Source: an optimization exercise on an open RTL-to-GDS flow (aim: small area, a short achievable clock period and few clock cycles per item). Production flows keep margins and buffers that such runs may drop. Function not checked in this run: the RTL went through the layout flow alone. Power and IR drop assume default switching activity.

==> flow/design.v <==
module pcmon_decoder (
    input  wire        clk,
    input  wire        rst_n,
    input  wire        byte_valid,
    input  wire [7:0]  byte_in,
    output reg         emit,
    output reg  [1:0]  emit_kind,
    output reg  [5:0]  emit_len,
    output wire [63:0] payload       
);
    localparam [1:0] AWAIT_ID  = 2'b00;
    localparam [1:0] AWAIT_LEN = 2'b01;
    localparam [1:0] ACCUM     = 2'b10;
    reg [1:0] phase;
    reg [1:0] kind;
    reg [5:0] exp_len;
    reg [5:0] cnt;
    reg [7:0] buffer [0:31];
    genvar gi;
    generate
        for (gi = 0; gi < 8; gi = gi + 1) begin : g_view
            assign payload[8*gi+7 : 8*gi] =
                (phase == ACCUM && byte_valid && cnt == gi) ? byte_in : buffer[gi];
        end
    endgenerate
    always @(*) begin
        emit      = 1'b0;
        emit_kind = kind;
        emit_len  = 6'd0;
        if (byte_valid) begin
            case (phase)
                AWAIT_LEN: begin
                    if (byte_in == 8'd0) begin
                        emit     = 1'b1;
                        emit_len = 6'd0;
                    end
                end
                ACCUM: begin
                    if (cnt + 6'd1 == exp_len) begin
                        emit     = 1'b1;
                        emit_len = exp_len;
                    end
                end
                default: ;
            endcase
        end
    end
    always @(posedge clk) begin
        if (!rst_n) begin
            phase <= AWAIT_ID;
        end else if (byte_valid) begin
            case (phase)
                AWAIT_ID: begin
                    if (byte_in[7:2] == 6'd0) begin
                        kind  <= byte_in[1:0];
                        phase <= AWAIT_LEN;
                    end
                end
                AWAIT_LEN: begin
                    if (byte_in > 8'd32) begin
                        phase <= AWAIT_ID;
                    end else if (byte_in == 8'd0) begin
                        phase <= AWAIT_ID;
                    end else begin
                        exp_len <= byte_in[5:0];
                        cnt     <= 6'd0;
                        phase   <= ACCUM;
                    end
                end
                ACCUM: begin
                    buffer[cnt[4:0]] <= byte_in;
                    cnt <= cnt + 6'd1;
                    if (cnt + 6'd1 == exp_len)
                        phase <= AWAIT_ID;
                end
                default: phase <= AWAIT_ID;
            endcase
        end
    end
endmodule
module pcmon_render (
    input  wire        clk,
    input  wire        rst_n,
    input  wire        start,         
    input  wire [63:0] payload,
    output wire        busy,
    output reg         pix_valid,
    output reg  [6:0]  pix_x,
    output reg  [5:0]  pix_y,
    output reg         pix_on,
    output reg         pix_flush,
    input  wire        pix_ready
);
    localparam [2:0] S_IDLE    = 3'd0;
    localparam [2:0] S_STARTUP = 3'd1;
    localparam [2:0] S_GLYPH   = 3'd2;
    localparam [2:0] S_BAR     = 3'd3;
    localparam [2:0] S_FLUSH   = 3'd4;
    localparam [5:0] Y_TOP = 6'd8;
    localparam [5:0] Y_BOT = 6'd62;
    reg [2:0]  state;
    reg        glyph;
    reg [12:0] scan;       
    reg [2:0]  gdx;        
    reg [2:0]  gdy;        
    reg [2:0]  bar;        
    reg [3:0]  col;        
    reg [5:0]  row;        
    assign busy = (state != S_IDLE);
    function is_label;
        input [6:0] x;
        input [5:0] y;
        begin
            is_label = (y == 6'd4) &&
                       ((x >= 7'd6   && x <= 7'd17)  ||
                        (x >= 7'd26  && x <= 7'd37)  ||
                        (x >= 7'd46  && x <= 7'd57)  ||
                        (x >= 7'd66  && x <= 7'd77)  ||
                        (x >= 7'd86  && x <= 7'd101) ||
                        (x >= 7'd106 && x <= 7'd119));
        end
    endfunction
    reg [6:0] bar_x0;
    reg [3:0] bar_w;
    reg [7:0] bar_v;
    always @(*) begin
        case (bar)
            3'd0: begin bar_x0 = 7'd4;   bar_w = 4'd15; bar_v = payload[7:0];   end
            3'd1: begin bar_x0 = 7'd24;  bar_w = 4'd15; bar_v = payload[15:8];  end
            3'd2: begin bar_x0 = 7'd44;  bar_w = 4'd15; bar_v = payload[23:16]; end
            3'd3: begin bar_x0 = 7'd64;  bar_w = 4'd15; bar_v = payload[31:24]; end
            3'd4: begin bar_x0 = 7'd86;  bar_w = 4'd3;  bar_v = payload[39:32]; end
            3'd5: begin bar_x0 = 7'd90;  bar_w = 4'd11; bar_v = payload[55:48]; end
            3'd6: begin bar_x0 = 7'd106; bar_w = 4'd3;  bar_v = payload[47:40]; end
            default: begin bar_x0 = 7'd110; bar_w = 4'd11; bar_v = payload[63:56]; end
        endcase
    end
    wire [5:0] bar_h = (bar_v[7:2] > 6'd54) ? 6'd54 : bar_v[7:2];
    always @(*) begin
        pix_valid = 1'b0;
        pix_x     = 7'd0;
        pix_y     = 6'd0;
        pix_on    = 1'b0;
        pix_flush = 1'b0;
        case (state)
            S_STARTUP: begin
                pix_valid = 1'b1;
                pix_x     = scan[12:6];
                pix_y     = scan[5:0];
                pix_on    = (scan[12:6] == 7'd0) || (scan[12:6] == 7'd127) ||
                            (scan[5:0] == 6'd0)  || (scan[5:0] == 6'd63)   ||
                            is_label(scan[12:6], scan[5:0]);
            end
            S_GLYPH: begin
                pix_valid = 1'b1;
                pix_x     = 7'd121 + {4'd0, gdx};
                pix_y     = 6'd1 + {3'd0, gdy};
                pix_on    = glyph ? (gdy == 3'd3) : (gdx == 3'd2);
            end
            S_BAR: begin
                pix_valid = 1'b1;
                pix_x     = bar_x0 + {3'd0, col};
                pix_y     = row;
                pix_on    = (bar_h != 6'd0) && (row >= Y_BOT - bar_h);
            end
            S_FLUSH: begin
                pix_valid = 1'b1;
                pix_flush = 1'b1;
            end
            default: ;
        endcase
    end
    always @(posedge clk) begin
        if (!rst_n) begin
            state <= S_STARTUP;
            glyph <= 1'b0;
            scan  <= 13'd0;
        end else begin
            case (state)
                S_IDLE: begin
                    if (start) begin
                        glyph <= ~glyph;
                        gdx   <= 3'd0;
                        gdy   <= 3'd0;
                        state <= S_GLYPH;
                    end
                end
                S_STARTUP: begin
                    if (pix_ready) begin
                        scan <= scan + 13'd1;
                        if (scan == 13'h1fff)
                            state <= S_FLUSH;
                    end
                end
                S_GLYPH: begin
                    if (pix_ready) begin
                        if (gdx == 3'd4) begin
                            gdx <= 3'd0;
                            if (gdy == 3'd6) begin
                                bar   <= 3'd0;
                                col   <= 4'd0;
                                row   <= Y_TOP;
                                state <= S_BAR;
                            end else begin
                                gdy <= gdy + 3'd1;
                            end
                        end else begin
                            gdx <= gdx + 3'd1;
                        end
                    end
                end
                S_BAR: begin
                    if (pix_ready) begin
                        if (row == Y_BOT) begin
                            row <= Y_TOP;
                            if (col == bar_w) begin
                                col <= 4'd0;
                                if (bar == 3'd7)
                                    state <= S_FLUSH;
                                else
                                    bar <= bar + 3'd1;
                            end else begin
                                col <= col + 4'd1;
                            end
                        end else begin
                            row <= row + 6'd1;
                        end
                    end
                end
                S_FLUSH: begin
                    if (pix_ready)
                        state <= S_IDLE;
                end
                default: state <= S_IDLE;
            endcase
        end
    end
endmodule
module pcmon_top (
    input  wire       clk,
    input  wire       rst_n,        
    input  wire       rst_in_n,     
    input  wire       rx_valid,
    input  wire       rx_err,
    input  wire [7:0] rx_data,
    output wire       rx_ready,
    output reg  [7:0] duty1,
    output reg  [7:0] duty2,
    output reg  [7:0] duty3,
    output reg  [7:0] duty4,
    output reg        net_tx,
    output reg        net_rx,
    output reg        act,
    output wire       busy,
    output wire       pix_valid,
    output wire [6:0] pix_x,
    output wire [5:0] pix_y,
    output wire       pix_on,
    output wire       pix_flush,
    input  wire       pix_ready
);
    localparam [1:0] K_RESET  = 2'd0;
    localparam [1:0] K_SETIND = 2'd1;
    localparam [1:0] K_NET    = 2'd2;
    localparam [1:0] K_RENDER = 2'd3;
    wire        svc       = ~busy;
    assign      rx_ready  = svc & rst_in_n;
    wire        byte_take = rx_ready & rx_valid & ~rx_err;
    wire        emit;
    wire [1:0]  emit_kind;
    wire [5:0]  emit_len;
    wire [63:0] payload;
    pcmon_decoder u_dec (
        .clk        (clk),
        .rst_n      (rst_n),
        .byte_valid (byte_take),
        .byte_in    (rx_data),
        .emit       (emit),
        .emit_kind  (emit_kind),
        .emit_len   (emit_len),
        .payload    (payload)
    );
    wire render_start = emit && (emit_kind == K_RENDER) && (emit_len == 6'd8);
    pcmon_render u_render (
        .clk       (clk),
        .rst_n     (rst_n),
        .start     (render_start),
        .payload   (payload),
        .busy      (busy),
        .pix_valid (pix_valid),
        .pix_x     (pix_x),
        .pix_y     (pix_y),
        .pix_on    (pix_on),
        .pix_flush (pix_flush),
        .pix_ready (pix_ready)
    );
    always @(posedge clk) begin
        if (!rst_n) begin
            duty1  <= 8'd0;
            duty2  <= 8'd0;
            duty3  <= 8'd0;
            duty4  <= 8'd0;
            net_tx <= 1'b0;
            net_rx <= 1'b0;
            act    <= 1'b0;
        end else if (svc) begin
            if (!rst_in_n) begin
                duty1  <= 8'd0;
                duty2  <= 8'd0;
                duty3  <= 8'd0;
                duty4  <= 8'd0;
                net_tx <= 1'b0;
                net_rx <= 1'b0;
                act    <= 1'b0;
            end else if (byte_take) begin
                act <= 1'b1;
                if (emit) begin
                    case (emit_kind)
                        K_RESET: begin
                            duty1 <= 8'd0;
                            duty2 <= 8'd0;
                            duty3 <= 8'd0;
                            duty4 <= 8'd0;
                        end
                        K_SETIND: begin
                            if (emit_len == 6'd4) begin
                                duty1 <= payload[7:0];
                                duty2 <= payload[15:8];
                                duty3 <= payload[23:16];
                                duty4 <= payload[31:24];
                            end
                        end
                        K_NET: begin
                            if (emit_len == 6'd2) begin
                                net_tx <= (payload[7:0]  != 8'd0);
                                net_rx <= (payload[15:8] != 8'd0);
                            end
                        end
                        default: ;   
                    endcase
                end
            end else begin
                act <= 1'b0;
            end
        end
    end
endmodule
==> flow/run.sh <==
#!/bin/bash
# synth_recipe.tcl (not shown) runs the flow's synth.tcl, then flattens the netlist and writes it again
# the make line also repeats each setting of config.mk as NAME=value (left out here)
make -C /OpenROAD-flow-scripts/flow DESIGN_CONFIG=/design/flow/config.mk WORK_HOME=/design/flow/orfs CLKGATE_MAP_FILE= SYNTH_SCRIPT=/design/flow/synth_recipe.tcl finish
==> flow/config.mk <==
export PLATFORM = sky130hd
export DESIGN_NAME = pcmon_top
export DESIGN_NICKNAME = pcmon_top
export VERILOG_FILES = /design/flow/design.v
export SDC_FILE = /design/flow/constraint.sdc
export NUM_CORES = 4
export LEC_CHECK = 0
export CAP_MARGIN = 20
export CORE_MARGIN = 2
export CORE_UTILIZATION = 40
export SLEW_MARGIN = 20
==> flow/constraint.sdc <==
create_clock -name core_clock -period 7.5 [get_ports {clk}]
set_input_delay 1.5000 -clock core_clock [delete_from_list [all_inputs] [get_ports {clk}]]
set_output_delay 1.5000 -clock core_clock [all_outputs]
set_load 0.01 [all_outputs]
==> run_results.csv <==
group,metric,value,unit
power,leakagePower,3.80,nW
grt,grt_use_met3,3.46,%
timing,tightest_slew,1110,ps
layout,final_util,49.1,%
worst_setup_path,startpoint_type,"input pin",
logic_synthesis,muxShareOfSynthArea,7.40,%
power,combinationalPowerShare,3.0,%
floorplan,fp.dieArea,22200,um2
power,finalPower,1.69,mW
logic_synthesis,synth_area_leaders,"edfxtp_1 32%, dfxtp_1 13%, ha_1 5.4%",
logic_synthesis,synth_edf_count,89,
clocking,clk_latency,430,ps
outcome,status,"no timing/DRC/antenna violations",
logic_synthesis,yosysTopAreaCell,"edfxtp_1",
layout,diodes,0,
logic_synthesis,ys_ff_latch,143,
worst_setup_path,endpoint_kind,"output port",
grt,grt_pass1_vias,6509,
clocking,cts_root_buf,"clkbuf_16",
layout,layout-drive-gt1-share,14.6,%
route,ant_nets,0,
logic_synthesis,synthAdderAreaFrac,5.59,%
layout,fin_cells,1205,
grt,grtUsageMet1,29.2,%
worst_setup_path,worst-path-max-fanout,3,
grt,grt_usage,22.3,%
logic_synthesis,syn-mean-instance-area,10.2,um2
layout,fillCellCount,1945,
worst_setup_path,cp_data_required_time,6000,ps
worst_hold_path,hp-class,"flip-flop to flip-flop",
floorplan,start_util,40.4,%
worst_setup_path,arrival,5620,ps
logic_synthesis,synthArstFlopShare,0,%
floorplan,die-width,149,um
timing,hold_violations,0,
route,vias_per_cell,5.75,
timing,period_needed,7120,ps
logic_synthesis,synth_xor_area_share,4.25,%
timing,rsz0062_at_grt,"false",
timing,setup_violations,0,
power,clockPowerShare,47.6,%
timing,fin_skew,9.76,ps
power,ir_drop,0.146,mV
timing,drv_slew,0,
place,dp_slack,-20.0,ps
place,dp_hpwl,17900,um
route,dr.pass1.iters,5,
grt,grt_pass1_wl,37600,um
timing,slew_headroom,25.5,%
timing,setup_slack,380,ps
route,num_vias,6929,
clocking,postCtsHoldBufs,0,
logic_synthesis,ys_seq_area_share,44.6,%
layout,fin_area,10200,um2
power,switching_share,23.6,%
route,drc,0,
place,dpl_cell_area,9610,um2
place,dp_cells,1170,
grt,antenna_found_initial,0,
route,wl_per_cell,20.4,um
grt,overflow,0,
clocking,cts_tree,"yes",
timing,timing.hold.ws,472,ps
power,switchingPower,0.398,mW
logic_synthesis,netlist_area,8420,um2
timing,setup_tns,0,ps
route,drt_iter0_drc,443,
logic_synthesis,synth_warnings,3,
place,place_congestion,0.909,
power,p_seq_share,49.4,%
logic_synthesis,synth_cell_types,79,
layout,final_nets,968,
grt,grt_use_met2,38.3,%
grt,grt_max_degree,65,
grt,busiest_layer,"met2",
floorplan,core-area,20800,um2
clocking,cts_buffers,17,
clocking,clk_path_buf_depth,2,
worst_setup_path,setup.worst_path.class,"input pin to output port",
floorplan,std_cell_rows,53,
power,powerDensity,165,nW/um2
logic_synthesis,synth_compound_area_share,12.8,%
logic_synthesis,synth_top_family_by_area,"simple AND/OR/NAND/NOR gates",
floorplan,io_pins,67,
timing,fmax,0.140,GHz
logic_synthesis,synth_top_area_share,31.8,%
clocking,path_clk_slew,70,ps
logic_synthesis,synth_flop_cell,"edfxtp_1",
timing,timing.final.crit_share,94.9,%
floorplan,die_h,149,um
logic_synthesis,syn_nets,880,
job,cap_violations,0,
logic_synthesis,synth-simple-area-share,21.0,%
layout,syn2layout_area_growth,21.5,%
clocking,clkSinkCount,143,
logic_synthesis,syn_inst,829,
route,routed_wirelength,24600,um
power,internal-power,1.29,mW
clocking,cts_max_level,4,
place,port_buffers,66,
worst paths after layout:
path / to / start / slack, ps / cells after the start
worst min-delay path: duty1[1] / duty1[1] / 470 / 2
worst min register to register: duty1[1] / duty1[1] / 470 / 2
worst max-delay path: pix_on / rx_valid / 380 / 17
worst max register to register: u_render.gdx[1] / u_render.state[0] / 4130 / 7
flip-flops by register name, indices dropped and copies added, names as in the netlist, 6 cells and up:
register,flops
u_dec.buffer,56
u_render.scan,13
duty1,8
duty2,8
duty3,8
duty4,8
u_dec.cnt,6
u_dec.exp_len,6
u_render.row,6
synth_stat cells (all sizes together) (10+ instances only):
cell    instances
and2           21
clkbuf         44
nor4           10
dfxtp          54
xnor2          23
ha             36
nand2b         13
inv            33
nand2          42
o21ai          16
nand4          16
mux2           20
buf            13
and3           14
a21oi          28
nand3          82
nor2b          12
xor2           10
o31ai          36
edfxtp         89
nor2           64
mux2i          39
layout by cell type, fill, tap and decap left out, drive strengths merged, types with 19 or more instances in the layout:
cell and n:
nand2 42, mux2 20, ha 36, clkdlybuf4s50 64, nand3 82, buf 61, edfxtp 89, a21oi 28
inv 41, mux2i 39, clkbuf 19, xnor2 23, dfxtp 54, o31ai 36, nor2 64, and2 21
metal layers:
metal  vias up  routed length (um)
met5         -                   0
met4         0                 554
met3        45                1180
met2       230               12100
met1      3383               10700
li1       3271                   -
what timing repair did:
action / 4_1_cts / 5_1_grt
cloned: 0 / 1
endpoints found under the setup margin: 1 / 1
resized for setup: 1 / 12
pin swaps: 0 / 1
buffers inserted: 0 / 2
critical path, stage by stage:
cell	delay, ps
clkdlybuf4s50_1	530
or4b_4	500
o311a_1	400
o41ai_4	350
o221a_2	280
nand2_2	70
and2_1	150
a21o_1	180
ha_1	270
ha_1	270
a21o_1	160
a21o_1	170
a21o_1	170
a21o_1	170
a21oi_1	160
o31ai_1	90
dlymetal6s2s_1	180
power by group through the flow:
stage / registers (mW) / logic, mW / clock network, mW
2_1_floorplan: 0.851 / 0.0197 / 0
3_3_place_gp: 0.851 / 0.0497 / 0
3_5_place_dp: 0.851 / 0.0498 / 0
4_1_cts: 0.834 / 0.0500 / 0.816
5_1_grt: 0.834 / 0.0542 / 0.844
6_report: 0.834 / 0.0502 / 0.803
layout make-up:
class | count | area (um2) | share of cell area, %
inverter | 33 | 124 | 1.21
clock buffer | 19 | 443 | 4.33
timing repair buffer | 126 | 1110 | 10.9
tap | 275 | 344 | 3.37
clock inverter | 13 | 100 | 0.979
sequential | 143 | 3750 | 36.7
multi-input combinational | 596 | 4350 | 42.5
cell families after synthesis:
logic type / after synthesis
buf+inv: 90
compound gates: 145
mux: 59
fa+ha+maj: 37
flops: 143
xor+xnor: 36
simple gates: 319

==> afterwards: timing with drivers on the ports <==
How much do the figures lean on ideal ports? The routed layout below was timed once more, with nothing changed but the port constraints.
Step 1, drivers: a clkbuf_16 drives clk and a buf_2 each remaining input, both assumed.
Step 2 moves the port delays by t, midway between the first and last clock arrival at a register: inputs arrive t later, outputs are due t later. That takes back most of the time a late clock gives input paths.
Slacks: no drivers / after step 1 / after step 2; pairs: no drivers / after step 1.
shift t [ns]: 0.469
setup slack, ns: 0.380 / 0.357 / 0.357
worst data-port slew with drivers (ns): 0.04
After both steps this run still meets setup and hold. For this run, drivers alone change the setup slack by -0.023 ns; drivers and shift together by -0.023 ns.
